This is an optimization exercise on Yosys and OpenROAD, whose aim is small area, not a production implementation.
In this exercise RTL edits were held to simulation tests only and were not proved equivalent to the original.
No activity file was given, so power comes from the tool's default toggle rates.

==> flow/design.v (excerpt) <==
module fsk_tx (
    input  wire        clk,
    input  wire        rst,
    input  wire        bus_en,
    input  wire        bus_we,
    input  wire [3:0]  bus_addr,
    input  wire [15:0] bus_wdata,
    output reg  [15:0] bus_rdata,
    output wire        s_valid,
    input  wire        s_ready,
    output wire [15:0] s_data,
    output wire        s_bit,
    output wire        s_bitstart,
    output wire        s_last,
    output wire        irq
);
    localparam [2:0] PH_IDLE = 3'd0,
                     PH_PRE  = 3'd1,
                     PH_DATA = 3'd2,
                     PH_CRCH = 3'd3,
                     PH_CRCL = 3'd4,
                     PH_POST = 3'd5;
    localparam [3:0] A_CTRL    = 4'h0,
                     A_STATUS  = 4'h1,
                     A_INTEN   = 4'h2,
                     A_PLEN    = 4'h3,
                     A_PADDR   = 4'h4,
                     A_PDATA   = 4'h5,
                     A_CRC     = 4'h6,
                     A_SEQ     = 4'h7,
                     A_BYTEIDX = 4'h8,
                     A_PMAX    = 4'h9;
    localparam [2:0] F_START_BUSY = 3'd1,
                     F_LOCKED     = 3'd2,
                     F_LEN        = 3'd3,
                     F_ADDR       = 3'd4;
    reg [15:0] crc;
    reg [2:0]  phase;
    reg [1:0]  rep;
    reg [8:0]  byteidx;
    reg [3:0]  bitidx;
    reg [4:0]  sampidx;
    reg        done;
    reg        err;
    reg [2:0]  errcode;
    reg        ie_done;
    reg        ie_err;
    reg [15:0] plen;
    reg [15:0] paddr;
    reg [7:0]  pcache;
    reg [7:0]  curbyte;
    function [15:0] crc_update;
        input [15:0] s;
        input [7:0]  b;
        reg   [15:0] t;
        integer      i;
        begin
            t = s ^ {b, 8'h00};
            for (i = 0; i < 8; i = i + 1) begin
                if (t[15])
                    t = {t[14:0], 1'b0} ^ 16'h1021;
                else
                    t = {t[14:0], 1'b0};
            end
            crc_update = t;
        end
    endfunction
    function [15:0] rom_word;
        input       tone;
        input [3:0] k;
        begin
            case ({tone, k})
                5'h00: rom_word = 16'h0000;
                5'h01: rom_word = 16'h30FB;
                5'h02: rom_word = 16'h5A81;
  ...
Size: roughly 8,800 cells after synthesis, roughly 2,100 flip-flops, roughly 0.075 mm2 of cells after synthesis.
==> flow/config.mk <==
export PLATFORM = sky130hd
export DESIGN_NAME = fsk_tx
export DESIGN_NICKNAME = fsk_tx
export VERILOG_FILES = /design/flow/design.v
export SDC_FILE = /design/flow/constraint.sdc
export NUM_CORES = 4
export LEC_CHECK = 0
export CAP_MARGIN = 20
export CORE_MARGIN = 2
export CORE_UTILIZATION = 70
export SLEW_MARGIN = 60
==> flow/constraint.sdc <==
create_clock -name core_clock -period 10.0 [get_ports {clk}]
set_input_delay 2.0000 -clock core_clock [delete_from_list [all_inputs] [get_ports {clk}]]
set_output_delay 2.0000 -clock core_clock [all_outputs]
set_load 0.01 [all_outputs]
standard.sh (not shown) runs the stock make flow with config.mk's settings and CLKGATE_MAP_FILE= SYNTH_SCRIPT=/design/flow/synth_recipe.tcl, a recipe that flattens the netlist after the stock synthesis.
==> flow/flow/run.sh <==
#!/bin/bash
# The standard layout (standard.sh) with three changes:
#  * ABC maps the logic for area (delay relaxed) instead of for speed: a local
#    copy of ORFS's scripts folder whose abc_speed.script is flow/abc_speed.script.
#    Yosys, dfflibmap and every other synthesis step are unchanged, so the
#    registers keep their names and cell types.
#  * clock tree synthesis: clkbuf_8 buffers, clusters of at most 18 sinks
#    within 60 um, no dummy loads.
#  * every input and output port is still buffered, with buf_2 cells.
# Each tool's output goes to its own log in ORFS's logs folder; make's output
# is in standard_make.log here.
set -euo pipefail
HERE=$(pwd)
rm -rf "$HERE/orfs_scripts"
cp -r "$FLOW_HOME/scripts" "$HERE/orfs_scripts"
cp "$HERE/flow/abc_speed.script" "$HERE/orfs_scripts/abc_speed.script"
export SCRIPTS_DIR="$HERE/orfs_scripts"
export CTS_ARGS="-sink_clustering_enable -repair_clock_nets -sink_clustering_size 18 -sink_clustering_max_diameter 60 -buf_list sky130_fd_sc_hd__clkbuf_8 -dont_use_dummy_load"
export BUFFER_PORTS_ARGS="-inputs -outputs -buffer_cell sky130_fd_sc_hd__buf_2"
bash standard.sh > standard_make.log 2>&1
==> flow/flow/abc_speed.script <==
&get -n
&st
&dch -f
&nf -R 1000 -C 32 -p -F 8
&put
Next try:
--- a/flow/design.v
+++ b/flow/design.v
@@ -110,17 +110,15 @@
     wire ph_data = (phase == PH_DATA);
     wire ph_crch = (phase == PH_CRCH);
     wire ph_crcl = (phase == PH_CRCL);
     wire ph_post = (phase == PH_POST);
     wire in_char = ph_data | ph_crch | ph_crcl;
     wire seq_rd  = ph_pre | ph_data;           
     wire [8:0] byte_nxt = byteidx + 9'd1;
-    wire [7:0] raddr = ph_pre  ? 8'd0 :
-                       ph_data ? byte_nxt[7:0] :
-                                 paddr[7:0];
+    reg  [7:0] raddr;
     wire [15:0] sel_lo = 16'd1 << raddr[3:0];
     wire [15:0] sel_hi = 16'd1 << raddr[7:4];
     wire        wen;                           
     wire [15:0] wsel_hi = sel_hi & {16{wen}};
     wire [7:0]  wbyte = bus_wdata[7:0] & {8{wen}};
     wire [7:0]  rterm [0:256];
     assign rterm[0] = 8'hFF;
@@ -347,9 +345,12 @@
         err     <= n_err;
         errcode <= n_errcode;
         ie_done <= n_ie_done;
         ie_err  <= n_ie_err;
         plen    <= n_plen;
         paddr   <= n_paddr;
         curbyte <= n_curbyte;
+        raddr   <= (n_phase == PH_PRE)  ? 8'd0 :
+                   (n_phase == PH_DATA) ? (n_byteidx[7:0] + 8'd1) :
+                                          n_paddr[7:0];
     end
 endmodule
Wire length went down by 21%.
Global-route usage falls by 11 points.
Synthesized area came out higher by 0.65%.
Die area grows by 0.65%.
Synthesized cell count hardly moves.
Hold slack stays flat.
Setup slack improved by 1.7 ns.
Final area went down by 0.75%.
Via count came out lower by 8.1%.
Sequential share of layout area is higher by 0.60 points.
Cell count came out lower by 0.33%.

fsk_tx with an RTL version that a note above also has.
Size in the first run: roughly 8900 cells after synthesis, ~2200 flip-flops, about 62 I/O pins.
export LEC_CHECK = 0
export CAP_MARGIN = 20
export CORE_MARGIN = 2
export CORE_UTILIZATION = 70
export SLEW_MARGIN = 20
create_clock -name core_clock -period 10.0 [get_ports {clk}]
Scripts as last shown in full above: flow/flow/run.sh, flow/flow/abc_speed.script
The baseline ran to the end with violations: slew limit.
Rerun with:
--- a/flow/design.v
+++ b/flow/design.v
@@ -41,21 +41,20 @@
     reg [3:0]  bitidx;
     reg [4:0]  sampidx;
     reg        done;
     reg        err;
     reg [2:0]  errcode;
     reg        ie_done;
     reg        ie_err;
     reg [15:0] plen;
     reg [15:0] paddr;
     reg [7:0]  pcache;
-    reg [7:0]  curbyte;
     function [15:0] crc_update;
         input [15:0] s;
         input [7:0]  b;
         reg   [15:0] t;
         integer      i;
         begin
             t = s ^ {b, 8'h00};
             for (i = 0; i < 8; i = i + 1) begin
                 if (t[15])
                     t = {t[14:0], 1'b0} ^ 16'h1021;
@@ -127,20 +126,21 @@
         for (gi = 0; gi < 256; gi = gi + 1) begin : pb
             wire       sel = sel_hi[gi / 16] & sel_lo[gi % 16];
             wire       nwe = ~(wsel_hi[gi / 16] & sel_lo[gi % 16]);
             reg  [7:0] q;
             always @(posedge clk)
                 q <= (q & {8{nwe}}) | (wbyte & {8{sel}});
             assign rterm[gi + 1] = rterm[gi] & (q | {8{~sel}});
         end
     endgenerate
     wire [7:0] rbyte = rterm[256];
+    wire [7:0] curbyte = ph_data ? rbyte : (ph_crch ? crc[15:8] : crc[7:0]);
     reg linebit;
     always @(*) begin
         if (!busy)
             linebit = 1'b0;
         else if (!in_char)
             linebit = 1'b1;                        
         else if (bitidx == 4'd0)
             linebit = 1'b0;                        
         else if (bitidx <= 4'd8)
             linebit = curbyte[4'd8 - bitidx];      
@@ -192,86 +192,81 @@
     reg [8:0]  n_byteidx;
     reg [3:0]  n_bitidx;
     reg [4:0]  n_sampidx;
     reg        n_done;
     reg        n_err;
     reg [2:0]  n_errcode;
     reg        n_ie_done;
     reg        n_ie_err;
     reg [15:0] n_plen;
     reg [15:0] n_paddr;
-    reg [7:0]  n_curbyte;
+    reg        n_nextbyte;    
     always_comb begin
         n_crc      = crc;
         n_phase    = phase;
         n_rep      = rep;
         n_byteidx  = byteidx;
         n_bitidx   = bitidx;
         n_sampidx  = sampidx;
         n_done     = done;
         n_err      = err;
         n_errcode  = errcode;
         n_ie_done  = ie_done;
         n_ie_err   = ie_err;
         n_plen     = plen;
         n_paddr    = paddr;
-        n_curbyte  = curbyte;
+        n_nextbyte = ph_data && (bitidx == 4'd9);
         if (rst) begin
             n_crc      = 16'h0000;
             n_phase    = PH_IDLE;
             n_rep      = 2'd0;
             n_byteidx  = 9'd0;
             n_bitidx   = 4'd0;
             n_sampidx  = 5'd0;
             n_done     = 1'b0;
             n_err      = 1'b0;
             n_errcode  = 3'd0;
             n_ie_done  = 1'b0;
             n_ie_err   = 1'b0;
             n_plen     = 16'h0000;
             n_paddr    = 16'h0000;
-            n_curbyte  = 8'h00;
+            n_nextbyte = 1'b0;
         end else begin
             if (xfer) begin
                 if (!last_samp) begin
                     n_sampidx = sampidx + 5'd1;
                 end else if (!last_bit) begin
                     n_sampidx = 5'd0;
                     n_bitidx  = bitidx + 4'd1;
+                    n_nextbyte = ph_data && (bitidx == 4'd8);
                 end else begin
                     n_sampidx = 5'd0;
                     n_bitidx  = 4'd0;
+                    n_nextbyte = 1'b0;
                     case (phase)
                         PH_PRE: begin
                             if (plen_nz) begin
-                                n_phase   = PH_DATA;
-                                n_curbyte = rbyte;
-                                n_crc     = crc_update(crc, rbyte);
+                                n_phase = PH_DATA;
+                                n_crc   = crc_update(crc, rbyte);
                             end else begin
-                                n_phase   = PH_CRCH;
-                                n_curbyte = crc[15:8];
+                                n_phase = PH_CRCH;
                             end
                         end
                         PH_DATA: begin
                             n_byteidx = byte_nxt;
                             if (more_data) begin
-                                n_curbyte = rbyte;
-                                n_crc     = crc_update(crc, rbyte);
-                            end else begin
-                                n_phase   = PH_CRCH;
-                                n_curbyte = crc[15:8];
-                            end
-                        end
-                        PH_CRCH: begin
-                            n_phase   = PH_CRCL;
-                            n_curbyte = crc[7:0];
+                                n_crc      = crc_update(crc, rbyte);
+                                n_nextbyte = 1'b1;    
+                            end else
+                                n_phase = PH_CRCH;
                         end
+                        PH_CRCH: n_phase = PH_CRCL;
                         PH_CRCL: n_phase = PH_POST;
                         PH_POST: begin
                             if (rep != 2'd2) begin
                                 n_rep     = rep + 2'd1;
                                 n_phase   = PH_PRE;
                                 n_byteidx = 9'd0;
                                 n_crc     = 16'h0000;
                             end else begin
                                 n_rep   = 2'd0;
                                 n_phase = PH_IDLE;
@@ -341,16 +336,15 @@
         byteidx <= n_byteidx;
         bitidx  <= n_bitidx;
         sampidx <= n_sampidx;
         done    <= n_done;
         err     <= n_err;
         errcode <= n_errcode;
         ie_done <= n_ie_done;
         ie_err  <= n_ie_err;
         plen    <= n_plen;
         paddr   <= n_paddr;
-        curbyte <= n_curbyte;
         raddr   <= (n_phase == PH_PRE)  ? 8'd0 :
-                   (n_phase == PH_DATA) ? (n_byteidx[7:0] + 8'd1) :
+                   (n_phase == PH_DATA) ? (n_nextbyte ? byte_nxt[7:0] : byteidx[7:0]) :
                                           n_paddr[7:0];
     end
 endmodule
Outcome:
- The new run finished with setup timing left
- core utilization came out higher by 0.88 points
- design area came out higher slightly
- via count came out higher by roughly a tenth
- clock power came out higher by a few percent
- clock skew came out lower by 0.0099 ns
- area after synthesis came out lower slightly

port drivers added, routing unchanged:
Ports are ideal in the flow. The routed layouts listed here were re-timed in OpenROAD. Step 1 assumes that a clkbuf_16 drives the clock port and a buf_2 every other input. Step 2 moves the port delays by t, midway between the first and last clock arrival at a register: inputs arrive t later, outputs are due t later. That takes back most of the time a late clock gives input paths. Three values: ideal ports, drivers, drivers and shift; two values: the first two.
run | t (ns) | setup WS [ns] | worst setup path at the end | clock arrival spread, ns | worst data-port slew with drivers (ns)
the first run of note 1 | 0.963 | 0.713 / 0.637 / 1.600 | register to output | 0.099 / 0.100 | 0.04
the second run of note 1 | 0.962 | 2.372 / 2.289 / 3.251 | register to output | 0.079 / 0.079 | 0.04
the first run of note 2 | 0.942 | 1.234 / 1.151 / 2.093 | register to output | 0.090 / 0.090 | 0.04
the second run of note 2 | 0.998 | -0.094 / -0.182 / 0.815 | register to output | 0.080 / 0.081 | 0.04
